Source: an optimization exercise on an open RTL-to-GDS flow (aim: small area). Production flows keep margins and buffers that such runs may drop.
The RTL was checked by simulation tests, not by an equivalence proof against the original design.
The clock port is modelled as an ideal driver; clocking choices that lean on that would not hold on a real chip.
Power is estimated from default activity; no workload was simulated.

<file path="flow/run.sh">
#!/bin/bash
# The standard layout (standard.sh) with three changes:
#  - synthesis maps the combinational logic with flow/abc_area.script
#    (flow/synth.tcl wraps synth_recipe.tcl; registers are unchanged);
#  - every port gets a buffer of the smallest buffer cell (buf_1);
#  - the clock tree is built from clkbuf_8 without dummy loads.
set -euo pipefail
export FLOW_WORK=$PWD
export FLOW_ABC_SCRIPT=$PWD/flow/abc_area.script
export BUFFER_PORTS_ARGS="-buffer_cell sky130_fd_sc_hd__buf_1"
export CTS_ARGS="-sink_clustering_enable -repair_clock_nets -buf_list sky130_fd_sc_hd__clkbuf_8 -sink_clustering_size 25 -sink_clustering_max_diameter 100 -dont_use_dummy_load"
sed "s#SYNTH_SCRIPT=[^ ]*#SYNTH_SCRIPT=$PWD/flow/synth.tcl#" standard.sh > flow_standard.sh
grep -q "SYNTH_SCRIPT=$PWD/flow/synth.tcl" flow_standard.sh
bash flow_standard.sh > flow.log 2>&1
</file>
<file path="flow/abc_area.script">
strash
balance
rewrite
refactor
balance
rewrite
rewrite -z
balance
refactor -z
rewrite -z
balance
dch -f
map -a
strash
dch -f
map -a
topo
</file>
<file path="flow/synth.tcl">
# The standard flow's synthesis script, with the ABC technology mapping of the
# combinational logic done by flow/abc_area.script instead of ORFS's script.
# Flip-flop mapping, register names, flattening and renaming are unchanged.
proc abc {args} {
  set i [lsearch $args -script]
  if {$i >= 0 && ![string match *retime* [lindex $args [expr {$i + 1}]]]} {
    set args [lreplace $args $i [expr {$i + 1}] -script $::env(FLOW_ABC_SCRIPT)]
  }
  yosys abc {*}$args
}
source $::env(FLOW_WORK)/synth_recipe.tcl
</file>
<file path="standard.sh">
#!/bin/bash
# synth_recipe.tcl (not shown) runs the flow's synth.tcl, then flattens the netlist and writes it again
# the make line also repeats each setting of config.mk as NAME=value (left out here)
make -C /OpenROAD-flow-scripts/flow DESIGN_CONFIG=/design/flow/config.mk WORK_HOME=/design/flow/orfs CLKGATE_MAP_FILE= SYNTH_SCRIPT=/design/flow/synth_recipe.tcl "${@:-finish}"
</file>
<file path="config.mk">
export PLATFORM = sky130hd
export DESIGN_NAME = vm16_core
export DESIGN_NICKNAME = vm16_core
export VERILOG_FILES = /design/flow/design.v
export SDC_FILE = /design/flow/constraint.sdc
export NUM_CORES = 4
export LEC_CHECK = 0
export ABC_AREA = 1
export CAP_MARGIN = 20
export CORE_MARGIN = 2
export CORE_UTILIZATION = 60
export SLEW_MARGIN = 20
</file>
<file path="constraint.sdc">
create_clock -name core_clock -period 10.0 [get_ports {clk}]
set_input_delay 2.0000 -clock core_clock [delete_from_list [all_inputs] [get_ports {clk}]]
set_output_delay 2.0000 -clock core_clock [all_outputs]
set_load 0.01 [all_outputs]
</file>
<file path="design.v">
module vm16_core (
    input  wire        clk,
    input  wire        rst,
    output wire        mem_valid,
    output wire        mem_we,
    output wire [14:0] mem_addr,
    output wire [15:0] mem_wdata,
    input  wire [15:0] mem_rdata,
    input  wire        mem_ready,
    output wire        out_valid,
    output wire [7:0]  out_byte,
    output wire        retire_valid,
    output wire [14:0] retire_pc,
    output wire        retire_we,
    output wire [2:0]  retire_rd,
    output wire [15:0] retire_wdata,
    output wire        halted,
    output wire        faulted
);
    localparam S_BOOT  = 4'd0;
    localparam S_FW    = 4'd1;
    localparam S_R     = 4'd2;
    localparam S_MW    = 4'd3;
    localparam S_W     = 4'd4;
    localparam S_X     = 4'd5;
    localparam S_WR    = 4'd6;
    localparam S_Y     = 4'd7;
    localparam S_S1    = 4'd8;
    localparam S_PRE   = 4'd9;
    localparam S_ST    = 4'd10;
    localparam S_N     = 4'd11;
    localparam S_FAULT = 4'd12;
    localparam S_NP    = 4'd13;
    reg  [2:0]  ph;           
    reg  [3:0]  st;
    reg         pend;         
    reg  [15:0] T;
    reg  [15:0] IR;
    reg  [14:0] P;
    reg  [2:0]  RS;           
    reg         c;            
    reg         f1;           
    reg  [2:0]  n;            
    reg         odd;          
    reg         sdir;         
    wire last  = (ph == 3'd7);
    wire first = (ph == 3'd0);
    wire act    = !pend;
    wire sBOOT  = act && st == S_BOOT;
    wire sFW    = act && st == S_FW;
    wire sR     = act && st == S_R;
    wire sMW    = act && st == S_MW;
    wire sW     = act && st == S_W;
    wire sX     = act && st == S_X;
    wire sWR    = act && st == S_WR;
    wire sY     = act && st == S_Y;
    wire sS1    = act && st == S_S1;
    wire sPRE   = act && st == S_PRE;
    wire sST    = act && st == S_ST;
    wire sN     = act && st == S_N;
    wire sNP    = act && st == S_NP;
    wire [2:0] op  = IR[2:0];
    wire [2:0] alt = IR[11:9];
    wire oLUI  = op == 3'd0;
    wire oAUI  = op == 3'd1;
    wire oJALR = op == 3'd2;
    wire oBEQ  = op == 3'd3;
    wire oMEM  = op[2:1] == 2'b10;            
    wire oADDI = op == 3'd6;
    wire oMATH = op == 3'd7;
    wire aSH   = alt[2:1] == 2'b01;           
    wire aLOG  = alt[2] && !(alt[1] && alt[0]);    
    wire aLT   = alt == 3'd7;
    wire        wen;
    wire [1:0]  wd;
    wire [1:0]  head [0:7];
    assign head[0] = 2'b00;
    genvar g;
    generate
        for (g = 1; g < 8; g = g + 1) begin : x
            reg [15:0] q;
            wire we = wen && (RS == g);
            always @(posedge clk)
                q <= {(we ? wd : q[1:0]), q[15:2]};
            assign head[g] = q[1:0];
        end
    endgenerate
    wire [1:0] A = head[IR[8:6]];
    wire [1:0] B = head[(st == S_R && oMATH) ? IR[15:13] : RS];
    reg [1:0] im7l, imul;
    always @(*) begin
        case (ph)
            3'd0:    im7l = IR[10:9];
            3'd1:    im7l = IR[12:11];
            3'd2:    im7l = IR[14:13];
            default: im7l = {2{IR[15]}};
        endcase
        case (ph)
            3'd3:    imul = IR[7:6];
            3'd4:    imul = IR[9:8];
            3'd5:    imul = IR[11:10];
            3'd6:    imul = IR[13:12];
            3'd7:    imul = IR[15:14];
            default: imul = 2'b00;
        endcase
    end
    wire [1:0] PL = last ? {1'b0, P[14]} : P[1:0];
    wire       pmax = &P;
    wire nJ   = sN && oJALR;                  
    wire useA = (sR && (oMEM || oADDI || oMATH)) || nJ;
    wire useP = (sR && (oAUI || oJALR) && !pmax) || (sN && !oJALR) || sNP;
    wire [1:0] xa = useA ? A : (useP ? PL : 2'b00);
    wire selI7 = (sR && (oMEM || oADDI)) || (sN && (oJALR || (oBEQ && f1)));
    wire [1:0] xb = (sR && oMATH) ? (B ^ {2{alt[0]}}) :
                    selI7 ? im7l :
                    (sR && oLUI) || (sR && oAUI) ? imul :
                    {1'b0, sR && oJALR && first && !pmax};
    wire cinit = (sR && ((oAUI && !pmax) || oJALR || (oMATH && alt[0]))) ||
                 (sN && !oJALR) || sNP;
    wire       ci = first ? cinit : c;
    wire       c1 = (xa[0] & xb[0]) | (ci & (xa[0] ^ xb[0]));
    wire [1:0] s  = {xa[1] ^ xb[1] ^ c1, xa[0] ^ xb[0] ^ ci};
    wire       co = (xa[1] & xb[1]) | (c1 & (xa[1] ^ xb[1]));
    wire phlt = ph < n;
    wire shold = !sdir && phlt;               
    wire [1:0] shr = f1 || shold ? 2'b00 :
                     !odd ? IR[1:0] :
                     sdir ? IR[2:1] : {IR[0], c};
    reg  [1:0] lg;
    always @(*) begin
        case (alt[1:0])
            2'd0:    lg = ~(A & B);
            2'd1:    lg = A & B;
            default: lg = A | B;
        endcase
    end
    wire nLT = sN && first && oMATH && aLT;   
    assign wd = sW ? IR[1:0] :
                sST ? shr :
                nLT ? {1'b0, ~c} :
                (oMATH && aLT) ? 2'b00 :
                (oMATH && aLOG) ? lg : s;
    assign wen = (sR && !oBEQ && !oMEM && !(oMATH && aSH)) || sW || sST || nLT;
    wire trot = pend || sMW || sX || sWR || sY;
    wire [1:0] tin = trot ? T[1:0] :
                     (sR && oMEM) ? PL :
                     (sR && oMATH && aSH) ? A : wd;
    wire pen = sBOOT || (sR && (oMEM || oAUI || oJALR)) || sW || sY || sN || sNP;
    wire [1:0] pin = (sW || sY) ? T[1:0] :
                     sBOOT ? {1'b0, ph == 3'd2} :                
                     (sR && !oMEM) ? PL : s;
    wire ish = sW || sX || sS1 || (sPRE && phlt) || (sST && !shold);
    wire [1:0] iin = sX ? B : (sS1 ? T[1:0] : 2'b00);
    wire pnz = P != 15'd0;
    assign mem_valid = (sFW && pnz) || sMW || (sWR && !f1);
    assign mem_we    = sWR;
    wire ild = ((sFW && pnz) || sMW) && mem_ready;
    wire wdone = sWR && (f1 || mem_ready);
    assign out_valid = sWR && f1 && c;
    wire c_n = sX  ? ((!first && c) || B[0] || B[1]) :
               sS1 ? 1'b0 :
               sST ? (shold ? 1'b0 : IR[1]) : co;
    wire f1_n = !sR ? f1 :
                oBEQ ? ((first || f1) && (A == B)) :
                oMEM ? ((first || f1) && (s == {1'b0, first})) :
                (ph[2] || ph[1]) && (f1 || B[0] || B[1]);
    reg [3:0] nst;
    always @(*) begin
        nst = st;
        if (act) begin
            case (st)
                S_BOOT:  if (last) nst = S_FW;
                S_FW:    if (ild) nst = S_R;
                S_R:     if (last) nst = oMEM ? (s[1] ? S_FAULT : (op[0] ? S_X : S_MW)) :
                                     (oMATH && aSH) ? S_S1 : S_N;
                S_MW:    if (ild) nst = S_W;
                S_W:     if (last) nst = S_NP;
                S_X:     if (last) nst = S_WR;
                S_WR:    if (wdone) nst = S_Y;
                S_Y:     if (last) nst = S_NP;
                S_S1:    if (last) nst = sdir ? S_PRE : S_ST;
                S_PRE:   if (last) nst = S_ST;
                S_ST:    if (last) nst = S_NP;
                S_N:     if (last) nst = S_FW;
                S_NP:    if (last) nst = S_FW;
                default: ;
            endcase
        end
    end
    always @(posedge clk) begin
        ph <= rst ? 3'd0 : ph + 3'd1;
        if (rst) begin
            st   <= S_BOOT;
            pend <= 1'b0;
        end else begin
            st   <= nst;
            pend <= pend ? !last : ((ild || wdone) && !last);
        end
        T <= {tin, T[15:2]};
        if (pen) begin
            if (last) P[14] <= pin[0];
            else      P[13:0] <= {pin, P[13:2]};
        end
        if (ild)      IR <= mem_rdata;
        else if (ish) IR <= {iin, IR[15:2]};
        c  <= c_n;
        f1 <= f1_n;
        if (sFW && ild) RS <= mem_rdata[5:3];
        else if (sWR)   RS <= 3'd0;
        if (sR) begin
            if (first) begin
                odd  <= B[0];
                n[0] <= B[1];
                sdir <= alt[0];
            end
            if (ph == 3'd1) n[2:1] <= B;
        end
    end
    assign mem_addr     = P;
    assign retire_pc    = P;
    assign mem_wdata    = IR;
    assign out_byte     = IR[7:0];
    assign retire_rd    = RS;
    assign retire_valid = (sN || sNP) && first;
    assign retire_we    = (RS != 3'd0) && !(sN && oBEQ);
    assign retire_wdata = {T[15:1], T[0] | (sN && oMATH && aLT && !c)};
    assign halted       = sFW && !pnz;
    assign faulted      = act && st == S_FAULT;
endmodule
</file>
==> results of run 1 <==
[synth_stat cells]
| master | count |
|---|---|
| o21ai_0 | 46 |
| or4_2 | 1 |
| and2_2 | 1 |
| a31oi_1 | 6 |
| fa_1 | 2 |
| buf_4 | 38 |
| nor4_1 | 7 |
| or2_2 | 3 |
| o311ai_0 | 4 |
| clkinv_1 | 76 |
| nand4_1 | 11 |
| a221oi_1 | 1 |
| edfxtp_1 | 40 |
| a21o_2 | 1 |
| nor3_1 | 19 |
| a211oi_1 | 2 |
| nand3_1 | 18 |
| a311oi_1 | 4 |
| o22ai_1 | 11 |
| o211ai_1 | 3 |
| o2111ai_1 | 3 |
| nor2_1 | 85 |
| dfxtp_1 | 137 |
| a311o_2 | 1 |
| a22oi_1 | 11 |
| ha_1 | 12 |
| nand2_1 | 91 |
| a21oi_1 | 25 |
| a32oi_1 | 4 |
[power by group through the flow]
stage,logic (mW),registers [mW],clock network (mW)
2_1_floorplan,0.411,1.05,0
3_3_place_gp,0.562,1.06,0
3_5_place_dp,0.564,1.07,0
4_1_cts,0.568,1.06,0.373
5_1_grt,0.637,1.08,0.396
6_report,0.577,1.06,0.368
[flip-flops by register name, indices dropped and copies added, names as in the netlist]
| name | cells |
|---|---|
| P | 15 |
| pend | 1 |
| odd | 1 |
| x.q | 112 |
| RS | 3 |
| ph | 3 |
| st | 4 |
| f1 | 1 |
| sdir | 1 |
| n | 3 |
| T | 16 |
| IR | 16 |
| c | 1 |
[path summary, 6_finish.rpt]
check / startpoint / end / cells past startpoint
max: IR[1] / T[15] / 27
min: x[2].q[14] / x[2].q[12] / 0
max reg2reg: IR[1] / T[15] / 27
min reg2reg: x[2].q[14] / x[2].q[12] / 0
[routing by layer]
layer	share of wire	vias up	track usage
met1	0.39	2353	0.3955
met4	0.043	0	0.1264
met3	0.083	62	0.07143
met2	0.49	293	0.5063
met5	0	-	0
li1	-	2384	-
[through the flow]
step | total power [mW] | std cells | setup WS, ps
after floorplan | 1.462 | 663 | 5207
after global placement | 1.619 | 860 | 4660
after detailed placement | 1.633 | 860 | 4304
after CTS | 1.998 | 877 | 4241
after global routing | 2.108 | 877 | 3486
final | 2.003 | 877 | 4048
[cells by family after synthesis]
family                     after synthesis
buffers and inverters                  114
AOI/OAI and AO/OA                      122
and+or+nand+nor                        236
adders and majority gates               14
DFF                                    177
[layout make-up]
class | instances | area [sq um] | share of cell area
clock buffers | 17 | 234.0 | 0.03372
inverters | 76 | 285.3 | 0.04111
multi-input cells | 372 | 1931 | 0.2782
flip-flops and latches | 177 | 3944 | 0.5683
well taps | 136 | 170.2 | 0.02452
repair buffers | 99 | 375.4 | 0.05409
[critical path: stages (launching register included)]
cell	delay, ps
edfxtp_1	570
clkinv_1	180
nor2_1	140
clkinv_1	110
nor2_1	170
clkinv_1	170
nor2_1	310
nand2_1	80
o21ai_0	190
clkinv_1	150
or2_2	320
nor2_1	190
a22oi_1	100
nand2_1	80
nor2_1	80
clkinv_1	130
nand2_1	60
a311o_2	330
fa_1	430
fa_1	580
clkinv_1	120
nor2_1	110
a21oi_1	50
o311ai_0	260
o21ai_0	470
a21oi_1	300
nor2_1	60
o22ai_1	110
==> notes.md, run 1 <==
# Post-CTS Setup Buffers: 0
H-tree depth: 4
Tightest Pin Transition: 1148 ps
Final Skew: 58.71 ps
Worst EP required: 10,340 ps
Final Cycle Share: 0.5952
Nets: 776
Initial antenna violation count: 0
Ant. Diodes: 0
Final setup TNS: 0 ps
Cell taking the most area after synthesis: dfxtp_1
Port buffer count: 98
Clock transition at path regs: 120 ps
Hold_buf cts: 0
Die area: 11,580 sq um
DR vias: 5,092
Internal power: 1.227 mW
Largest net degree at the start of global routing: 30
Worst Setup End Kind: flop
TritonCTS Buffers: 17
Clock Latency Late Sink: 460 ps
Finish-stage setup viols: 0
Max VDD drop: 183.2 uV
Yosys top cell area share: 0.4259
Post-Synth XOR/XNOR Area: 0
TritonCTS clock tree: done
Maxcap violations: 0
Synth top area cells: dfxtp_1 43%, edfxtp_1 19%, nand2_1 5.3%
DIE WIDTH: 107.6 um
Post-synth cell types: 29
Rows: 37
Arr. time, crit path: 6290 ps
Clock Power Share: 0.184
Relative slew slack: 0.2262
Status: timing/DRC/antenna clean
Layout cells sized above 1: 0.03644
Vias per cell: 5.806
Post-Place Cell Area: 6703 sq um
Final ANT Viol Nets: 0
Vias in the first global route: 4,920
Sink Count: 177
Wirelength per Cell: 19.47 um
Final weighted congestion in routability-driven placement: 0.9734
First-pass GRT wire length: 26.59 mm
Number of fill cells in the layout: 822
Power share of the combinational group: 0.288
Largest family of logic cells by synthesized area: simple AND/OR/NAND/NOR gates
Worst hold path type: reg -> reg
Synth-to-layout area growth: 7.752%
Final Cell Area: 6939 sq um
Switching power: 0.7755 mW
Post-Syn Nets: 696
Drt first pass iters: 6
RSZ-0062 raised after global routing: no
CP max FO: 9
Adder-Cell Fraction of Synth Area: 0.02953
Initial core utilization: 0.6210
Sw frac: 0.3872
Pwr/cell area: 288.6 nW/um^2
Most common cell after layout, fill and taps aside: dfxtp_1
Fraction of power consumed by sequential logic: 0.528
Die H: 107.6 um
Slew Viols, Final: 0
Startpoint Class: flop
Max Clock Freq: 168.0 MHz
Total grt overflow: 0
DRC Markers: 0
Detailed Route Iter0 Violations: 523
Seq cells post-synth: 177
Tot GR Track Use: 0.3088
Ports: 99
Setup slack, reg-to-reg: 4050 ps
Multiplexer area fraction after synthesis: 0
Clk root buf: clkbuf_8
CTS Buffer Depth: 2
Simple-Gate Fraction of Synth Area: 0.1543
Post-Route WL: 17.07 mm
Post-synthesis cell area: 6440 sq um
Syn_area_per_cell: 9.713 sq um
Sequential area share after synthesis: 0.6124
Yosys warns: 1
Min Tclk post-route: 5952 ps
Final hold slack: 311.4 ps
Post-synthesis compound-gate area fraction: 0.1152
Worst setup path class: reg -> reg
Most frequent cells in the layout: 137 x dfxtp_1, 98 x buf_1, 91 x nand2_1, 83 x nor2_1, 76 x clkinv_1
Cts repair resizes: 0
Final-report hold violation count: 0
Half-perimeter wire length after placement: 12.48 mm
Synthesized instance count: 663
Pleak: 2.570 nW
Fin util: 0.6692
Core area: 10,370 sq um
==> inputs of run 2 (changes only) <==
--- a/flow/run.sh
+++ b/flow/run.sh
@@ -8,7 +8,7 @@
 export FLOW_WORK=$PWD
 export FLOW_ABC_SCRIPT=$PWD/flow/abc_area.script
 export BUFFER_PORTS_ARGS="-buffer_cell sky130_fd_sc_hd__buf_1"
-export CTS_ARGS="-sink_clustering_enable -repair_clock_nets -buf_list sky130_fd_sc_hd__clkbuf_8 -sink_clustering_size 25 -sink_clustering_max_diameter 100 -dont_use_dummy_load"
+export CTS_ARGS="-sink_clustering_enable -repair_clock_nets -buf_list sky130_fd_sc_hd__clkbuf_8 -dont_use_dummy_load"
 sed "s#SYNTH_SCRIPT=[^ ]*#SYNTH_SCRIPT=$PWD/flow/synth.tcl#" standard.sh > flow_standard.sh
 grep -q "SYNTH_SCRIPT=$PWD/flow/synth.tcl" flow_standard.sh
 bash flow_standard.sh > flow.log 2>&1
==> notes.md, run 2 <==
Pwr/cell area: 288.6 nW/um^2 (unchanged)
Top cells by count, synth: 137 x dfxtp_1, 91 x nand2_1, 85 x nor2_1
Arr. time, crit path: 6290 ps (about the same)
Min Tclk post-route: 5952 ps (unchanged)
Most common cell after layout, fill and taps aside: dfxtp_1
Yosys top cell area share: 0.4259 (unchanged)
Die H: 107.6 um (unchanged)
Max Clock Freq: 168.0 MHz (unchanged)
Yosys warns: 1 (unchanged)
Ys flop type: dfxtp_1
Wirelength per Cell: 19.47 um (unchanged)
Finish-stage setup viols: 0 (unchanged)
Vias in the first global route: 4,920 (unchanged)
Clock Latency Late Sink: 460 ps (about the same)
Top sig layer: met4
CP max FO: 9 (unchanged)
Final ANT Viol Nets: 0 (unchanged)
Initial antenna violation count: 0 (unchanged)
Relative slew slack: 0.2262 (unchanged)
DRC Markers: 0 (unchanged)
TritonCTS Buffers: 17 (unchanged)
Seq cells post-synth: 177 (unchanged)
Rows: 37 (unchanged)
Most frequent cells in the layout: 137 x dfxtp_1, 98 x buf_1, 91 x nand2_1, 83 x nor2_1, 76 x clkinv_1
Cell taking the most area after synthesis: dfxtp_1
Post-synthesis cell area: 6440 sq um (unchanged)
DIE WIDTH: 107.6 um (unchanged)
Crit path buf inv count: 6 (unchanged)
Post-Synth XOR/XNOR Area: 0 (unchanged)
Sw frac: 0.3872 (unchanged)
Most Frequent Cell on Critical Path: nor2_1
Clk root buf: clkbuf_8
Regs by FF count: x.q (112), IR (16), T (16)
Clock Power Share: 0.184 (about the same)
Max VDD drop: 183.2 uV (unchanged)
Slowest Stage Delay on Critical Path: 580 ps (about the same)
Synth top area cells: dfxtp_1 43%, edfxtp_1 19%, nand2_1 5.3%
Internal power: 1.227 mW (unchanged)
Sink Count: 177 (unchanged)
Final Skew: 58.71 ps (unchanged)
Metal-1 WL: 6.625 mm (unchanged)
Ports: 99 (unchanged)
Final weighted congestion in routability-driven placement: 0.9734 (unchanged)
Tot GR Track Use: 0.3088 (unchanged)
Worst setup path class: reg -> reg
Post-Syn Nets: 696 (unchanged)
Ant. Diodes: 0 (unchanged)
Synth-to-layout area growth: 7.752% (unchanged)
Worst Setup End Kind: flop
Async SR Flop Fraction: 0 (unchanged)
Syn_area_per_cell: 9.713 sq um (unchanged)
Metal2 WL: 8.305 mm (unchanged)
Post-synthesis compound-gate area fraction: 0.1152 (unchanged)
Worst EP required: 10,340 ps (about the same)
RSZ-0062 raised after global routing: no
Largest register FFs: 112 (unchanged)
Power share of the combinational group: 0.288 (about the same)
Multiplexer area fraction after synthesis: 0 (unchanged)
Post-Route WL: 17.07 mm (unchanged)
Top-count cell post-synth: dfxtp_1
Adder-Cell Fraction of Synth Area: 0.02953 (unchanged)
H-tree depth: 4 (unchanged)
Simple-Gate Fraction of Synth Area: 0.1543 (unchanged)
Cts repair resizes: 0 (unchanged)
Biggest register: x.q
Post-synth cell types: 29 (unchanged)
Tightest Pin Transition: 1148 ps (unchanged)
Final Cycle Share: 0.5952 (unchanged)
Total grt overflow: 0 (unchanged)
Synthesized instance count: 663 (unchanged)
CTS Buffer Depth: 2 (unchanged)
Half-perimeter wire length after placement: 12.48 mm (unchanged)
Sequential area share after synthesis: 0.6124 (unchanged)
Final hold slack: 311.4 ps (unchanged)
Detailed Route Iter0 Violations: 523 (unchanged)
Worst hold path type: reg -> reg
Startpoint Class: flop
Largest net degree at the start of global routing: 30 (unchanged)
Layout cells sized above 1: 0.03644 (unchanged)
Largest family of logic cells by synthesized area: simple AND/OR/NAND/NOR gates
Clock transition at path regs: 120 ps (about the same)
Setup slack, reg-to-reg: 4050 ps (about the same)
Slew Viols, Final: 0 (unchanged)
Port buffer count: 98 (unchanged)
Vias per cell: 5.806 (unchanged)
Slowest stage cell, crit path: fa_1
Final setup TNS: 0 ps (unchanged)
TritonCTS clock tree: done
Number of fill cells in the layout: 822 (unchanged)
Final-report hold violation count: 0 (unchanged)
Final Cell Area: 6939 sq um (unchanged)
Die area: 11,580 sq um (unchanged)
# Post-CTS Setup Buffers: 0 (unchanged)
Maxcap violations: 0 (unchanged)
DR vias: 5,092 (unchanged)
Core area: 10,370 sq um (unchanged)
Status: timing/DRC/antenna clean
First-pass GRT wire length: 26.59 mm (unchanged)
Pleak: 2.570 nW (unchanged)
Post-Place Cell Area: 6703 sq um (unchanged)
Fraction of power consumed by sequential logic: 0.528 (about the same)
Hold_buf cts: 0 (unchanged)
Initial core utilization: 0.6210 (unchanged)
Largest delay share family, worst path: compound AO/OA/AOI/OAI gates
Drt first pass iters: 6 (unchanged)
EDFF count, synth: 40 (unchanged)
Metal3 WL: 1.416 mm (unchanged)
Nets: 776 (unchanged)
Switching power: 0.7755 mW (unchanged)
==> run 2: cell counts after synthesis <==
Identical to the previous run, type by type.
==> run 2: cell type report <==
class                   count  area, sq um  share of cell area
clock buffers              17        234.0             0.03372
inverters                  76        285.3             0.04111
multi-input cells         372         1931              0.2782
flip-flops and latches    177         3944              0.5683
well taps                 136        170.2             0.02452
repair buffers             99        375.4             0.05409
==> run 2: worst paths after layout <==
path,start,endpoint,cells past startpoint
worst max-delay path,IR[1],T[15],27
worst min register to register,x[2].q[14],x[2].q[12],0
worst min-delay path,x[2].q[14],x[2].q[12],0
worst max register to register,IR[1],T[15],27
==> run 2: routing by layer <==
layer | track usage | vias to the layer above
li1 | - | 2384
met1 | 0.3955 | 2353
met2 | 0.5063 | 293
met3 | 0.07143 | 62
met4 | 0.1264 | 0
met5 | 0 | -
==> run 2: stage by stage <==
step           cells  power [mW]  worst slack [ps]    util
6_report         877       2.003              4048  0.6692
5_1_grt          877       2.108              3486  0.6692
4_1_cts          877       1.998              4241  0.6689
3_5_place_dp     860       1.633              4304  0.6464
3_3_place_gp     860       1.619              4660  0.6464
2_1_floorplan    663       1.462              5207       -
==> run 2: cell families (layout without fill, tap and decap cells) <==
logic type                 Yosys count  count (layout)
AOI/OAI and AO/OA                  122             122
adders and majority gates           14              14
buffers and inverters              114             192
DFF                                177             177
and+or+nand+nor                    236             236
==> run 2: power groups by stage <==
stage	Clock [mW]	Sequential, mW	Combinational (mW)
5_1_grt	0.396	1.08	0.637
4_1_cts	0.373	1.06	0.568
2_1_floorplan	0	1.05	0.411
3_3_place_gp	0	1.06	0.562
6_report	0.368	1.06	0.577
3_5_place_dp	0	1.07	0.564
==> run 2: worst register-to-register path, cell delays in order (launching register included) <==
cell and delay (ps):
edfxtp_1 570, clkinv_1 190, nor2_1 140, clkinv_1 110, nor2_1 170, clkinv_1 170
nor2_1 310, nand2_1 80, o21ai_0 190, clkinv_1 150, or2_2 320, nor2_1 190
a22oi_1 100, nand2_1 80, nor2_1 80, clkinv_1 130, nand2_1 60, a311o_2 330
fa_1 430, fa_1 580, clkinv_1 120, nor2_1 110, a21oi_1 50, o311ai_0 260
o21ai_0 470, a21oi_1 300, nor2_1 60, o22ai_1 110
==> inputs of run 3 (changes only) <==
--- a/design.v
+++ b/design.v
@@ -121,7 +121,9 @@
     wire       c1 = (xa[0] & xb[0]) | (ci & (xa[0] ^ xb[0]));
     wire [1:0] s  = {xa[1] ^ xb[1] ^ c1, xa[0] ^ xb[0] ^ ci};
     wire       co = (xa[1] & xb[1]) | (c1 & (xa[1] ^ xb[1]));
-    wire phlt = ph < n;
+    wire [7:0] ntab = {1'b0, &n, n[2] & n[1], n[2] & (n[1] | n[0]), n[2],
+                       n[2] | (n[1] & n[0]), n[2] | n[1], |n};
+    wire phlt = ntab[ph];
     wire shold = !sdir && phlt;               
     wire [1:0] shr = f1 || shold ? 2'b00 :
                      !odd ? IR[1:0] :
--- a/flow/abc_area.script
+++ b/flow/abc_area.script
@@ -14,4 +14,7 @@
 strash
 dch -f
 map -a
+strash
+dch -f
+map -a
 topo
==> notes.md, run 3 <==
Rows: 37 (unchanged)
TritonCTS clock tree: done
DR vias: 4,912 (-3.5%)
Initial core utilization: 0.6170 (-0.004002)
Clock Latency Late Sink: 450 ps (about the same)
First-pass GRT wire length: 24.90 mm (-6.4%)
Final Cycle Share: 0.6044 (+0.009148)
Sink Count: 177 (unchanged)
Arr. time, crit path: 6360 ps (+70 ps)
Worst hold path cell count: 0 (unchanged)
Maxcap violations: 0 (unchanged)
Total grt overflow: 0 (unchanged)
Layout cells sized above 1: 0.03487 (-0.001570)
Setup slack, reg-to-reg: 3960 ps (-90 ps)
Vias per cell: 5.758 (-0.82%)
Die H: 107.0 um (-0.53%)
Die area: 11,460 sq um (-1.0%)
Fin util: 0.6666 (-0.002574)
Ys flop type: dfxtp_1
Worst setup path class: reg -> reg
Most common cell after layout, fill and taps aside: dfxtp_1
Pleak: 2.518 nW (-2.0%)
Finish-stage setup viols: 0 (unchanged)
Final hold slack: 313.9 ps (+2.464 ps)
Post-Route WL: 16.14 mm (-5.5%)
Final weighted congestion in routability-driven placement: 0.9861 (+1.3%)
Final-report hold violation count: 0 (unchanged)
Startpoint Class: flop
Min Tclk post-route: 6044 ps (+91.48 ps)
DIE WIDTH: 107.0 um (-0.53%)
Detailed Route Iter0 Violations: 366 (-30%)
Multi-input combinational cell area: 1879 sq um (-2.7%)
Storage cell area: 3944 sq um (unchanged)
Nets: 750 (-3.4%)
Worst EP required: 10,320 ps (-20 ps)
Clk root buf: clkbuf_8
Synth-to-layout area growth: 8.034%
H-tree depth: 4 (unchanged)
DRC Markers: 0 (unchanged)
Cts repair resizes: 0 (unchanged)
Most frequent cells in the layout: 137 x dfxtp_1, 98 x buf_1, 81 x nor2_1, 71 x clkinv_1, 71 x nand2_1
Post-synth cell types: 31 (+6.9%)
RSZ-0062 raised after global routing: no
# placed instances: 835 (-2.9%)
Clock transition at path regs: 80 ps (-40 ps)
Number of fill cells in the layout: 818 (-0.49%)
Half-perimeter wire length after placement: 12.20 mm (-2.2%)
Regs by FF count: x.q (112), IR (16), T (16)
Synthesized instance count: 637 (-3.9%)
Largest net degree at the start of global routing: 24 (-20%)
Final setup TNS: 0 ps (unchanged)
Worst hold path type: reg -> reg
Vias in the first global route: 4,627 (-6.0%)
Final Cell Area: 6882 sq um (-0.83%)
Tot GR Track Use: 0.2922 (-0.01661)
Top-count cell post-synth: dfxtp_1
Largest register FFs: 112 (unchanged)
Wirelength per Cell: 18.92 um (-2.8%)
Post-synthesis cell area: 6370 sq um (-1.1%)
CTS Buffer Depth: 2 (unchanged)
Post-Syn Nets: 668 (-4.0%)
Yosys top cell area share: 0.4306 (+0.004685)
Tightest Pin Transition: 927.8 ps (-220.7 ps)
Post-Place Cell Area: 6640 sq um (-0.93%)
Sequential area share after synthesis: 0.6191 (+0.006736)
Pwr/cell area: 315.7 nW/um^2 (+9.4%)
Ant. Diodes: 0 (unchanged)
Cell taking the most area after synthesis: dfxtp_1
Max Clock Freq: 165.5 MHz (-1.5%)
Core area: 10,320 sq um (-0.45%)
Top cells by count, synth: 137 x dfxtp_1, 83 x nor2_1, 71 x clkinv_1, 71 x nand2_1, 40 x edfxtp_1
Seq cells post-synth: 177 (unchanged)
CP max FO: 9 (unchanged)
Synth top area cells: dfxtp_1 43%, edfxtp_1 19%, nor2_1 4.9%
Reg2Reg Depth: 25 (-7.4%)
TritonCTS Buffers: 17 (unchanged)
Worst Setup End Kind: flop
Final ANT Viol Nets: 0 (unchanged)
Final Skew: 32.56 ps (-26.15 ps)
Max VDD drop: 229.9 uV (+25%)
Async SR Flop Fraction: 0 (unchanged)
Final Non-Filler Cells: 853 (-2.7%)
Drt first pass iters: 8 (+2)
Biggest register: x.q
Status: timing/DRC/antenna clean
Yosys warns: 1 (unchanged)
Hold_buf cts: 0 (unchanged)
Relative slew slack: 0.3796 (+0.1534)
Ports: 99 (unchanged)
EDFF count, synth: 40 (unchanged)
# Post-CTS Setup Buffers: 0 (unchanged)
Port buffer count: 98 (unchanged)
Initial antenna violation count: 0 (unchanged)
Syn_area_per_cell: 10.00 sq um (+2.9%)
Slew Viols, Final: 0 (unchanged)
==> run 3: changes by cell type after synthesis, moves of 5 or more <==
cell / before / now
a21oi_1: 25 / 32
a22oi_1: 11 / 16
a31oi_1: 6 / 0
clkinv_1: 76 / 71
nand2_1: 91 / 71
nand3_1: 18 / 12
nand4_1: 11 / 18
nor4_1: 7 / 13
o21ai_0: 46 / 31
==> run 3: cell families after synthesis <==
family / Yosys count / share of synthesized area
compound gates: 118 / 0.1173
buf+inv: 109 / 0.08662
xor+xnor: 1 / 0.001375
simple gates: 220 / 0.1497
fa+ha+maj: 12 / 0.02593
flops: 177 / 0.6191
==> run 3: critical path, cell delays in order, from the launching register on <==
cell	delay, ps
dfxtp_1	520
clkinv_1	210
nor2_1	180
clkinv_1	120
nor2_1	230
clkinv_1	220
nor2_1	320
nand2_1	80
o21ai_0	190
clkinv_1	200
nand2_1	130
nor2_1	60
a32oi_1	180
nand2_1	80
nor2_1	330
xor2_1	120
o311ai_0	490
fa_1	300
fa_1	500
clkinv_1	120
o21ai_0	90
a221oi_1	580
clkbuf_2	300
nor2_1	60
a211oi_1	200
o22ai_1	100
==> run 3: layout make-up <==
type                            count  area share
Sequential cell                   177      0.5731
Multi-Input combinational cell    351      0.2731
Timing Repair Buffer              101     0.05636
Inverter                           71     0.03873
Clock buffer                       17     0.03400
Tap cell                          136     0.02473
==> run 3: power breakdown <==
part	internal, mW	leakage, nW	total [mW]	switching [mW]
Clock	0.150	0.122	0.360	0.210
Combinational	0.176	0.890	0.607	0.431
Sequential	1.02	1.51	1.21	0.185
Total	1.35	2.52	2.17	0.826
==> run 3: layer usage <==
layer / vias up / global-route usage / share of wire
met5: - / 0 / 0
met4: 0 / 0.1419 / 0.038
met3: 58 / 0.06079 / 0.071
met2: 237 / 0.4620 / 0.48
met1: 2294 / 0.3834 / 0.41
li1: 2323 / - / -
==> run 3: worst paths after layout <==
| path | startpoint | end |
|---|---|---|
| hold reg to reg | x[3].q[8] | x[3].q[6] |
| setup / recovery | st[1] | T[15] |
| setup reg to reg | st[1] | T[15] |
| hold / removal | x[3].q[8] | x[3].q[6] |
==> run 3: per-stage QoR <==
step	total power [mW]	worst slack [ps]
3_5_place_dp	1.808	3903
5_1_grt	2.285	3332
4_1_cts	2.166	3823
3_3_place_gp	1.794	4447
2_1_floorplan	1.602	5144
6_report	2.172	3956
==> inputs of run 4 (changes only) <==
--- a/flow/abc_area.script
+++ b/flow/abc_area.script
@@ -9,6 +9,9 @@
 refactor -z
 rewrite -z
 balance
+&get -n
+&deepsyn -T 60
+&put
 dch -f
 map -a
 strash
==> notes.md, run 4 <==
Post-synth cell types: 32 (+3.2%)
DRC Markers: 0 (unchanged)
TritonCTS clock tree: done
# Post-CTS Setup Buffers: 0 (unchanged)
Regs by FF count: x.q (112), IR (16), T (16)
Drt first pass iters: 5 (-3)
Final Skew: 26.54 ps (-6.021 ps)
Ports: 99 (unchanged)
Async SR Flop Fraction: 0 (unchanged)
Final ANT Viol Nets: 0 (unchanged)
Port buffer count: 98 (unchanged)
Slowest Stage Delay on Critical Path: 650 ps (+70 ps)
Layout cells sized above 1: 0.02841 (-0.006458)
Vias in the first global route: 4,577 (-1.1%)
Worst Setup End Kind: flop
Syn_area_per_cell: 10.02 sq um (+0.16%)
Pleak: 2.472 nW (-1.8%)
CP max FO: 8 (-1)
Worst hold path type: reg -> reg
Cts repair resizes: 0 (unchanged)
Startpoint Class: flop
Ant. Diodes: 0 (unchanged)
Ys flop type: dfxtp_1
Pwr/cell area: 179.8 nW/um^2 (-43%)
Sink Count: 177 (unchanged)
DR vias: 4,888 (-0.49%)
Yosys warns: 1 (unchanged)
Largest register FFs: 112 (unchanged)
CTS Buffer Depth: 2 (unchanged)
Max VDD drop: 139.3 uV (-39%)
Top cells by count, synth: 137 x dfxtp_1, 79 x clkinv_1, 72 x nor2_1
Synthesized instance count: 625 (-1.9%)
Detailed Route Iter0 Violations: 483 (+32%)
Status: timing/DRC/antenna clean
Total grt overflow: 0 (unchanged)
Relative slew slack: 0.2588 (-0.1208)
H-tree depth: 4 (unchanged)
Slew Viols, Final: 0 (unchanged)
Crit-path cells: clkinv_1 > nor2_1 > clkinv_1 > nor2_1 > clkinv_1 > nor2_1 > nand2_1 > o21ai_0 > nor2_1 > a21oi_1 > o21ai_0 > o21ai_0 > clkinv_1 > nand2_1 > nand3_1 > fa_1 > fa_1 > a22oi_1 > a21oi_1 > a21oi_1 > nand2_1 > clkinv_1 > a21oi_1
Rows: 37 (unchanged)
Most Frequent Cell on Critical Path: clkinv_1
Tot GR Track Use: 0.3073 (+0.01515)
Synth-to-layout area growth: 8.015% (about the same)
Tightest Pin Transition: 1102 ps (+173.8 ps)
Worst setup path class: reg -> reg
Wirelength per Cell: 19.96 um (+5.5%)
Largest net degree at the start of global routing: 28 (+17%)
Vias per cell: 5.819 (+1.1%)
Number of fill cells in the layout: 822 (+0.49%)
Synth top area cells: dfxtp_1 44%, edfxtp_1 19%, clkinv_1 4.7%
Final Cycle Share: 0.5272 (-0.07717)
Maxcap violations: 0 (unchanged)
Initial antenna violation count: 1 (+1)
Cell taking the most area after synthesis: dfxtp_1
Final setup TNS: 0 ps (unchanged)
Min Tclk post-route: 5272 ps (-771.7 ps)
Sequential area share after synthesis: 0.6300 (+0.01089)
DIE WIDTH: 106.1 um (-0.84%)
Clock Latency Late Sink: 460 ps (about the same)
Initial core utilization: 0.6118 (-0.005178)
Top-count cell post-synth: dfxtp_1
Hold path start: x[5].q[12]
Worst EP required: 10,380 ps (+60 ps)
Fin util: 0.6609 (-0.005708)
R2r startpoint: IR[1]
Final-report hold violation count: 0 (unchanged)
Max Clock Freq: 189.7 MHz (+15%)
Most common cell after layout, fill and taps aside: dfxtp_1
TritonCTS Buffers: 17 (unchanged)
Core area: 10,230 sq um (-0.90%)
Clock transition at path regs: 80 ps (about the same)
EDFF count, synth: 40 (unchanged)
Post-Route WL: 16.77 mm (+3.9%)
RSZ-0062 raised after global routing: no
Post-synthesis cell area: 6260 sq um (-1.7%)
Most frequent cells in the layout: 137 x dfxtp_1, 98 x buf_1, 79 x clkinv_1, 72 x nor2_1, 66 x nand2_1
Nets: 737 (-1.7%)
Half-perimeter wire length after placement: 12.84 mm (+5.2%)
Setup crit start: IR[1]
First-pass GRT wire length: 25.25 mm (+1.4%)
Arr. time, crit path: 5650 ps (-710 ps)
Finish-stage setup viols: 0 (unchanged)
Die H: 106.1 um (-0.84%)
Biggest register: x.q
Slowest stage cell, crit path: fa_1
Clk root buf: clkbuf_8
Die area: 11,270 sq um (-1.7%)
Yosys top cell area share: 0.4381 (+0.007573)
Setup slack, reg-to-reg: 4730 ps (+770 ps)
Final weighted congestion in routability-driven placement: 0.9457 (-4.1%)
Hold_buf cts: 0 (unchanged)
Post-Syn Nets: 656 (-1.8%)
Seq cells post-synth: 177 (unchanged)
-- run 4: final timing paths --
kind,to,cells after the start
max,x[4].q[15],23
max reg2reg,x[4].q[15],23
min reg2reg,x[5].q[10],0
min,x[5].q[10],0
-- run 4: through the flow --
stage	power, mW	std cells	worst slack, ps	hold slack [ps]	cell area [sq um]
after floorplan	0.8462	625	5753	309.6	6260
after global placement	0.8690	822	5089	309.7	6520
after detailed placement	0.8705	822	4849	312.1	6520
after CTS	1.220	839	4825	309.5	6754
after global routing	1.256	840	4121	322.7	6761
final	1.216	840	4728	309.4	6761
-- run 4: final cells by class --
class | count | area [sq um] | share of cell area
flip-flops and latches | 177 | 3944 | 0.5833
repair buffers | 100 | 382.9 | 0.05662
multi-input cells | 331 | 1734 | 0.2565
clock buffers | 17 | 234.0 | 0.03460
inverters | 79 | 296.5 | 0.04386
well taps | 136 | 170.2 | 0.02517
-- run 4: cell families after synthesis --
| family | after synthesis | synth area share |
|---|---|---|
| compound gates | 124 | 0.1185 |
| fa+ha+maj | 12 | 0.02638 |
| buf+inv | 117 | 0.09294 |
| flops | 177 | 0.6300 |
| mux | 1 | 0.001599 |
| simple gates | 194 | 0.1305 |
-- run 4: layer usage --
layer	part of all wire	vias to the layer above	track usage
li1	-	2239	-
met1	0.42	2325	0.4250
met2	0.46	294	0.4716
met3	0.098	30	0.08216
met4	0.018	0	0.1034
met5	0	-	0
-- run 4: worst max-delay path, delay by kind of cell (launching register included) --
kind | cells | cell delay (ps)
simple gates | 8 | 1380
buf+inv | 5 | 960
compound gates | 8 | 1280
flops | 1 | 510
fa+ha+maj | 2 | 1080
-- run 4: report_power, final --
part / switching [mW] / leakage [nW] / internal [mW] / total, mW
Combinational: 0.0541 / 0.841 / 0.0253 / 0.0795
Sequential: 0.0232 / 1.51 / 0.753 / 0.776
Clock: 0.210 / 0.122 / 0.150 / 0.360
Total: 0.288 / 2.47 / 0.928 / 1.22
==> inputs of run 5 (changes only) <==
==> flow/run.sh (replaced) <==
#!/bin/bash
# The standard layout (standard.sh) with three changes:
#  - synthesis maps the combinational logic with flow/abc_area.script
#    (flow/synth.tcl wraps synth_recipe.tcl; registers are unchanged);
#  - every port gets a buffer of the smallest buffer cell (buf_1);
#  - the clock tree is built from clkbuf_8 without dummy loads, and
#    lightly loaded leaf buffers become clkbuf_4 (flow/cts_post.tcl).
set -euo pipefail
export FLOW_WORK=$PWD
export FLOW_ABC_SCRIPT=$PWD/flow/abc_area.script
export BUFFER_PORTS_ARGS="-buffer_cell sky130_fd_sc_hd__buf_1"
export POST_CTS_TCL=$PWD/flow/cts_post.tcl
export CTS_ARGS="-sink_clustering_enable -repair_clock_nets -buf_list sky130_fd_sc_hd__clkbuf_8 -dont_use_dummy_load"
sed "s#SYNTH_SCRIPT=[^ ]*#SYNTH_SCRIPT=$PWD/flow/synth.tcl#" standard.sh > flow_standard.sh
grep -q "SYNTH_SCRIPT=$PWD/flow/synth.tcl" flow_standard.sh
bash flow_standard.sh > flow.log 2>&1
==> flow/cts_post.tcl (new file) <==
estimate_parasitics -placement
set small sky130_fd_sc_hd__clkbuf_4
set big   sky130_fd_sc_hd__clkbuf_8
set n 0
foreach inst [get_cells clkbuf_*] {
  if {[get_property $inst ref_name] != $big} { continue }
  set out [get_pins -of_objects $inst -filter "direction == output"]
  set sinks [get_pins -of_objects [get_nets -of_objects $out] -filter "direction == input"]
  set ffclk 1
  foreach p $sinks { if {![string match */CLK [get_full_name $p]]} { set ffclk 0 } }
  if {!$ffclk} { continue }
  replace_cell $inst $small
  estimate_parasitics -placement
  set worst 0
  foreach p $sinks { set s [get_property $p slew_max]; if {$s > $worst} { set worst $s } }
  if {$worst > 0.100} {
    replace_cell $inst $big
    estimate_parasitics -placement
  } else {
    incr n
  }
}
puts "cts_post: $n leaf clock buffers changed to clkbuf_4"
detailed_placement
check_placement -verbose
==> notes.md, run 5 <==
Setup crit start: IR[1]
Synth top area cells: dfxtp_1 44%, edfxtp_1 19%, clkinv_1 4.7%
Most Frequent Cell on Critical Path: clkinv_1
Multi-input combinational cell area: 1734 sq um (unchanged)
Initial core utilization: 0.6118 (unchanged)
Tightest Pin Transition: 1070 ps (-31.70 ps)
Capturing point of the worst reg2reg path: x[4].q[15]
Largest register FFs: 112 (unchanged)
Worst setup path class: reg -> reg
Ports: 99 (unchanged)
Arr. time, crit path: 5670 ps (+20 ps)
Fin util: 0.6572 (-0.003669)
Startpoint Class: flop
Top-count cell post-synth: dfxtp_1
Switching power: 0.2854 mW (-0.79%)
Die area: 11,270 sq um (unchanged)
Async SR Flop Fraction: 0 (unchanged)
Worst EP required: 10,360 ps (-20 ps)
RSZ-0062 raised after global routing: no
Layout cells sized above 1: 0.02841 (unchanged)
Setup slack, reg-to-reg: 4700 ps (-30 ps)
Reg2Reg Depth: 23 (unchanged)
Sw frac: 0.2401 (+0.003513)
Sequential area share after synthesis: 0.6300 (unchanged)
Vias per cell: 5.737 (-1.4%)
Die H: 106.1 um (unchanged)
Rows: 37 (unchanged)
Port buffer count: 98 (unchanged)
Yosys top cell area share: 0.4381 (unchanged)
Max Clock Freq: 188.6 MHz (-0.56%)
Yosys warns: 1 (unchanged)
Worst hold path type: reg -> reg
Max VDD drop: 141.6 uV (+1.7%)
Pwr/cell area: 176.8 nW/um^2 (-1.7%)
Final Skew: 32.68 ps (+6.136 ps)
Most frequent cells in the layout: 137 x dfxtp_1, 98 x buf_1, 79 x clkinv_1, 72 x nor2_1, 66 x nand2_1
DR vias: 4,819 (-1.4%)
R2r startpoint: IR[1]
Largest net degree at the start of global routing: 28 (unchanged)
Hold path start: x[7].q[13]
Synthesized instance count: 625 (unchanged)
Synth-to-layout area growth: 7.416%
Post-Route WL: 16.77 mm (about the same)
Finish-stage setup viols: 0 (unchanged)
Top cells by count, synth: 137 x dfxtp_1, 79 x clkinv_1, 72 x nor2_1
Final setup TNS: 0 ps (unchanged)
Slew Viols, Final: 0 (unchanged)
Slowest stage cell, crit path: fa_1
Total grt overflow: 0 (unchanged)
Final-report hold violation count: 0 (unchanged)
Min Tclk post-route: 5301 ps (+29.60 ps)
Crit path buf inv count: 5 (unchanged)
Seq cells post-synth: 177 (unchanged)
Pre-CTS setup slack: 4849 ps (unchanged)
Most common cell after layout, fill and taps aside: dfxtp_1
Worst Setup End Kind: flop
Crit-path cells: clkinv_1 > nor2_1 > clkinv_1 > nor2_1 > clkinv_1 > nor2_1 > nand2_1 > o21ai_0 > nor2_1 > a21oi_1 > o21ai_0 > o21ai_0 > clkinv_1 > nand2_1 > nand3_1 > fa_1 > fa_1 > a22oi_1 > a21oi_1 > a21oi_1 > nand2_1 > clkinv_1 > a21oi_1
Biggest register: x.q
Post-Syn Nets: 656 (unchanged)
First-pass GRT wire length: 25.26 mm (about the same)
Status: timing/DRC/antenna clean
Maxcap violations: 0 (unchanged)
Largest delay share family, worst path: simple AND/OR/NAND/NOR gates
Clock Latency Late Sink: 460 ps (about the same)
Detailed Route Iter0 Violations: 496 (+2.7%)
Post-synth cell types: 32 (unchanged)
WP depth: 23 (unchanged)
Storage cell area: 3944 sq um (unchanged)
Power share of the combinational group: 0.067 (+0.002)
Final Cycle Share: 0.5301 (+0.002960)
Clock Power Share: 0.281 (-0.015)
DIE WIDTH: 106.1 um (unchanged)
Sink Count: 177 (unchanged)
Regs by FF count: x.q (112), IR (16), T (16)
Fraction of power consumed by sequential logic: 0.653 (+0.015)
Ant. Diodes: 0 (unchanged)
Post-synthesis cell area: 6260 sq um (unchanged)
Vias in the first global route: 4,574 (-0.066%)
TritonCTS clock tree: done
Syn_area_per_cell: 10.02 sq um (unchanged)
Drt first pass iters: 5 (unchanged)
Wirelength per Cell: 19.96 um (about the same)
Clock transition at path regs: 100 ps (+20 ps)
Tot GR Track Use: 0.3073 (unchanged)
CP max FO: 8 (unchanged)
Relative slew slack: 0.2801 (+0.02133)
Crit path to: x[4].q[15]
Nets: 737 (unchanged)
Worst setup margin: 4699 ps (-29.60 ps)
Pleak: 2.457 nW (-0.63%)
Internal power: 0.9031 mW (-2.7%)
Half-perimeter wire length after placement: 12.84 mm (unchanged)
Final ANT Viol Nets: 0 (unchanged)
Initial antenna violation count: 1 (unchanged)
DRC Markers: 0 (unchanged)
Number of fill cells in the layout: 829 (+0.85%)
Cell taking the most area after synthesis: dfxtp_1
EDFF count, synth: 40 (unchanged)
Final weighted congestion in routability-driven placement: 0.9457 (unchanged)
Ys flop type: dfxtp_1
Final hold slack: 314.0 ps (+4.528 ps)
Slowest Stage Delay on Critical Path: 650 ps (about the same)
Core area: 10,230 sq um (unchanged)
## run 5: cell counts after synthesis
No cell type changed its count.
## run 5: metrics by stage
step / cells / total power, mW / cell area [sq um]
floorplan: 625 / 0.8462 / 6260
global placement: 822 / 0.8690 / 6520
detailed placement: 822 / 0.8705 / 6520
global route: 840 / 1.228 / 6724
finish: 840 / 1.189 / 6724
## run 5: how the worst min path moves through the flow
stage	to	slack (ps)	cells after the start
2_1_floorplan	x[1].q[0]	310	0
6_report	x[7].q[11]	310	0
3_3_place_gp	x[4].q[1]	310	0
3_5_place_dp	x[7].q[10]	310	0
5_1_grt	x[7].q[11]	320	0
## run 5: worst register-to-register path: stages (launching register included)
cell and delay (ps):
edfxtp_1 510, clkinv_1 250, nor2_1 210, clkinv_1 100, nor2_1 100, clkinv_1 120, nor2_1 410, nand2_1 100
o21ai_0 180, nor2_1 160, a21oi_1 150, o21ai_0 80, o21ai_0 330, clkinv_1 330, nand2_1 140, nand3_1 100
fa_1 430, fa_1 650, a22oi_1 130, a21oi_1 150, a21oi_1 60, nand2_1 170, clkinv_1 170, a21oi_1 190
## run 5: cell type report
class                           instances  share of cell area
Tap cell                              136             0.02531
Sequential cell                       177              0.5865
Timing Repair Buffer                  100             0.05694
Inverter                               79             0.04410
Clock buffer                           17             0.02921
Multi-Input combinational cell        331              0.2579
## run 5: logic make-up after synthesis
group / Yosys count / share of synthesized area
adders and majority gates: 12 / 0.02638
AOI/OAI and AO/OA: 124 / 0.1185
buffers and inverters: 117 / 0.09294
muxes: 1 / 0.001599
DFF: 177 / 0.6300
and+or+nand+nor: 194 / 0.1305
## run 5: per-layer routing
metal,vias to the layer above,share of wire,track usage
met4,2,0.018,0.1034
met5,-,0.0016,0
li1,2243,-,-
met2,260,0.46,0.4716
met3,25,0.089,0.08216
met1,2289,0.43,0.4250
## run 5: power by group through the flow
stage | combinational, mW | sequential (mW) | clock [mW]
2_1_floorplan | 0.0543 | 0.792 | 0
3_3_place_gp | 0.0783 | 0.791 | 0
3_5_place_dp | 0.0785 | 0.792 | 0
5_1_grt | 0.0875 | 0.778 | 0.362
6_report | 0.0795 | 0.776 | 0.333
==> inputs of run 6 (changes only) <==
--- a/design.v
+++ b/design.v
@@ -25,12 +25,14 @@
     localparam S_X     = 4'd5;
     localparam S_WR    = 4'd6;
     localparam S_Y     = 4'd7;
-    localparam S_S1    = 4'd8;
-    localparam S_PRE   = 4'd9;
+    localparam S_S1    = 4'd8;       
+    localparam S_S1R   = 4'd9;
     localparam S_ST    = 4'd10;
-    localparam S_N     = 4'd11;
-    localparam S_FAULT = 4'd12;
-    localparam S_NP    = 4'd13;
+    localparam S_STR   = 4'd11;
+    localparam S_N     = 4'd12;
+    localparam S_FAULT = 4'd13;
+    localparam S_NP    = 4'd14;
+    localparam S_PRE   = 4'd15;
     reg  [2:0]  ph;           
     reg  [3:0]  st;
     reg         pend;         
@@ -42,7 +44,6 @@
     reg         f1;           
     reg  [2:0]  n;            
     reg         odd;          
-    reg         sdir;         
     wire last  = (ph == 3'd7);
     wire first = (ph == 3'd0);
     wire act    = !pend;
@@ -54,9 +55,10 @@
     wire sX     = act && st == S_X;
     wire sWR    = act && st == S_WR;
     wire sY     = act && st == S_Y;
-    wire sS1    = act && st == S_S1;
+    wire sS1    = act && st[3:1] == 3'b100;
     wire sPRE   = act && st == S_PRE;
-    wire sST    = act && st == S_ST;
+    wire sST    = act && st[3:1] == 3'b101;
+    wire sdir   = st[0];                  
     wire sN     = act && st == S_N;
     wire sNP    = act && st == S_NP;
     wire [2:0] op  = IR[2:0];
@@ -174,15 +176,17 @@
                 S_BOOT:  if (last) nst = S_FW;
                 S_FW:    if (ild) nst = S_R;
                 S_R:     if (last) nst = oMEM ? (s[1] ? S_FAULT : (op[0] ? S_X : S_MW)) :
-                                     (oMATH && aSH) ? S_S1 : S_N;
+                                     (oMATH && aSH) ? (alt[0] ? S_S1R : S_S1) : S_N;
                 S_MW:    if (ild) nst = S_W;
                 S_W:     if (last) nst = S_NP;
                 S_X:     if (last) nst = S_WR;
                 S_WR:    if (wdone) nst = S_Y;
                 S_Y:     if (last) nst = S_NP;
-                S_S1:    if (last) nst = sdir ? S_PRE : S_ST;
-                S_PRE:   if (last) nst = S_ST;
-                S_ST:    if (last) nst = S_NP;
+                S_S1:    if (last) nst = S_ST;
+                S_S1R:   if (last) nst = S_PRE;
+                S_PRE:   if (last) nst = S_STR;
+                S_ST,
+                S_STR:   if (last) nst = S_NP;
                 S_N:     if (last) nst = S_FW;
                 S_NP:    if (last) nst = S_FW;
                 default: ;
@@ -213,7 +217,6 @@
             if (first) begin
                 odd  <= B[0];
                 n[0] <= B[1];
-                sdir <= alt[0];
             end
             if (ph == 3'd1) n[2:1] <= B;
         end
==> notes.md, run 6 <==
EDFF count, synth: 39 (-2.5%)
RSZ-0062 raised after global routing: no
Max VDD drop: 142.0 uV (+0.29%)
TritonCTS clock tree: done
Hold path start: x[7].q[13]
Half-perimeter wire length after placement: 12.36 mm (-3.7%)
Arr. time, crit path: 5750 ps (+80 ps)
Pwr/cell area: 181.0 nW/um^2 (+2.4%)
Largest register FFs: 112 (unchanged)
Core area: 10,180 sq um (-0.45%)
Final setup TNS: 0 ps (unchanged)
Min Tclk post-route: 5472 ps (+170.9 ps)
Initial core utilization: 0.6100 (-0.001887)
Hold EP: x[7].q[11]
Number of fill cells in the layout: 804 (-3.0%)
Rows: 37 (unchanged)
Post-synth cell types: 26 (-19%)
Worst setup path class: reg -> reg
Post-synthesis cell area: 6212 sq um (-0.76%)
GR Util met1: 0.3824 (-0.04259)
Yosys top cell area share: 0.4415 (+0.003353)
Wirelength per Cell: 19.43 um (-2.7%)
Largest net degree at the start of global routing: 28 (unchanged)
Final Non-Filler Cells: 839 (-0.12%)
Clock Latency Late Sink: 450 ps (about the same)
Worst hold path cell count: 0 (unchanged)
Clock transition at path regs: 110 ps (about the same)
Maxcap violations: 0 (unchanged)
Capturing point of the worst reg2reg path: x[3].q[15]
Total grt overflow: 0 (unchanged)
Top-count cell post-synth: dfxtp_1
Sequential area share after synthesis: 0.6300 (about the same)
Reg2Reg Depth: 22 (-4.3%)
Final Skew: 32.81 ps (+0.1305 ps)
Initial antenna violation count: 0 (-1)
Post-Route WL: 16.30 mm (-2.8%)
Layout cells sized above 1: 0.03272 (+0.004308)
First-pass GRT wire length: 25.40 mm (+0.55%)
Worst Setup End Kind: flop
Seq cells post-synth: 176 (-0.56%)
Synth top area cells: dfxtp_1 44%, edfxtp_1 19%, buf_4 4.6%
Syn_area_per_cell: 9.987 sq um (-0.28%)
Tightest Pin Transition: 721.3 ps (-348.6 ps)
Slew Viols, Final: 0 (unchanged)
DIE WIDTH: 105.8 um (-0.36%)
Final ANT Viol Nets: 0 (unchanged)
DR vias: 4,788 (-0.64%)
Final-report hold violation count: 0 (unchanged)
Sink Count: 176 (-0.56%)
R2r startpoint: IR[1]
Most frequent cells in the layout: 137 x dfxtp_1, 98 x buf_1, 73 x nor2_1, 71 x clkinv_1, 70 x nand2_1
Finish-stage setup viols: 0 (unchanged)
Top cells by count, synth: 137 x dfxtp_1, 75 x nor2_1, 71 x clkinv_1
Drt first pass iters: 5 (unchanged)
Ports: 99 (unchanged)
Most common cell after layout, fill and taps aside: dfxtp_1
Vias per cell: 5.707 (-0.52%)
Max Clock Freq: 182.7 MHz (-3.1%)
Die area: 11,180 sq um (-0.72%)
Synthesized instance count: 622 (-0.48%)
Port buffer count: 98 (unchanged)
Detailed Route Iter0 Violations: 391 (-21%)
Status: timing/DRC/antenna clean
Startpoint Class: flop
CP max FO: 8 (unchanged)
Cell taking the most area after synthesis: dfxtp_1
GRT busiest layer: met2
DRC Markers: 0 (unchanged)
Vias in the first global route: 4,711 (+3.0%)
Final Cycle Share: 0.5472 (+0.01709)
Die H: 105.8 um (-0.36%)
Regs by FF count: x.q (112), IR (16), T (16)
# placed instances: 821 (-0.12%)
Synth-to-layout area growth: 7.855%
Ys flop type: dfxtp_1
Yosys warns: 1 (unchanged)
Relative slew slack: 0.5140 (+0.2339)
Worst hold path type: reg -> reg
Tot GR Track Use: 0.3052 (-0.002182)
Final weighted congestion in routability-driven placement: 0.9959 (+5.3%)
Post-Syn Nets: 653 (-0.46%)
Async SR Flop Fraction: 0 (unchanged)
M2 GR Usage: 0.4945 (+0.02286)
Met3 Track Usage GR: 0.07607 (-0.006091)
Setup slack, reg-to-reg: 4530 ps (-170 ps)
Biggest register: x.q
Pleak: 2.468 nW (+0.44%)
Nets: 736 (-0.14%)
Worst EP required: 10,280 ps (-80 ps)
Ant. Diodes: 0 (unchanged)
-- run 6: cell count changes after synthesis, moves of 3 or more --
cell      before  now
clkinv_1      79   71
o21ai_0       43   37
a211oi_1       1    5
nand2_1       66   70
nand3_1       21   25
a31oi_1        5    8
nand4_1        6    9
nor2_1        72   75
-- run 6: final cells by class --
cell class | count | area, sq um | area share
multi-input combinational | 337 | 1752 | 0.2614
tap | 136 | 170.2 | 0.02540
sequential | 176 | 3914 | 0.5841
clock buffer | 17 | 202.7 | 0.03025
timing repair buffer | 102 | 395.4 | 0.05901
inverter | 71 | 266.5 | 0.03978
-- run 6: worst max-delay path, cell delays in order (launching register included) --
cell and delay (ps):
edfxtp_1 520, clkinv_1 300, nor2_1 220, clkinv_1 100, nor2_1 100, clkinv_1 130
nor2_1 450, o21ai_0 260, clkinv_1 140, nor2_1 90, nand2_1 80, nand3_1 70
o21ai_0 370, clkinv_1 320, nand2_1 130, nand4_1 110, fa_1 430, fa_1 550
nand2_1 90, o21ai_0 90, a221oi_1 390, buf_2 270, a21oi_1 100
-- run 6: report_power, final --
group	switching (mW)	internal, mW	total [mW]
clock network	0.207	0.130	0.337
registers	0.0293	0.752	0.782
logic	0.0642	0.0301	0.0943
-- run 6: how the worst max path moves through the flow --
stage	start	end	depth (start not counted)
6_report	IR[1]	x[3].q[15]	22
5_1_grt	IR[1]	x[3].q[15]	22
3_5_place_dp	IR[1]	x[3].q[15]	21
3_3_place_gp	IR[1]	T[15]	21
2_1_floorplan	IR[1]	T[15]	21
-- run 6: through the flow --
stage	cell area (sq um)	hold slack [ps]	worst slack [ps]	utilization	total power, mW
floorplan	6212	309.6	5486	-	0.8639
global placement	6490	310.8	4671	0.6372	0.8898
detailed placement	6490	312.1	4259	0.6372	0.8911
global route	6700	318.2	4064	0.6579	1.258
finish	6700	310.3	4528	0.6579	1.213
-- run 6: per-layer routing --
metal	routed length, um	vias up
li1	-	2242
met1	6588	2242
met2	7911	251
met3	1189	53
met4	614	0
met5	0	-
-- run 6: cell families after synthesis --
logic type,Yosys count,share of synthesized area
DFF,176,0.6300
AOI/OAI and AO/OA,117,0.1118
adders and majority gates,12,0.02659
and+or+nand+nor,207,0.1412
muxes,1,0.001611
buffers and inverters,109,0.08882

[afterwards: timing with drivers on the ports]
Ports are ideal in the flow. The routed layouts listed here were re-timed in OpenROAD. Step 1, drivers: a clkbuf_16 drives clk and a buf_2 each remaining input, both assumed. Step 2 adds t to the input delays and takes it off the output delays; t is the mean of the earliest and latest rising clock arrival at the registers after step 1. Input paths then give back, and output paths get back, about the clock's delay inside the block. Three values: ideal, step 1, step 2; two values: the first two.
run | t, ns | setup WS [ns] | worst register clock-pin slew, ns | worst slew at a driven data input, ns | pins driven straight from the clock port
run 1 | 0.469 | 4.048 / 4.048 / 4.048 | 0.12 / 0.12 | 0.04 | 1
run 2 | 0.469 | 4.048 / 4.048 / 4.048 | 0.12 / 0.12 | 0.04 | 1
run 3 | 0.470 | 3.956 / 3.956 / 3.956 | 0.09 / 0.09 | 0.03 | 1
run 4 | 0.487 | 4.728 / 4.728 / 4.728 | 0.09 / 0.09 | 0.04 | 1
run 5 | 0.478 | 4.699 / 4.699 / 4.699 | 0.10 / 0.10 | 0.04 | 1
run 6 | 0.466 | 4.528 / 4.528 / 4.528 | 0.11 / 0.11 | 0.03 | 1
After both steps setup and hold are still met in every run listed.
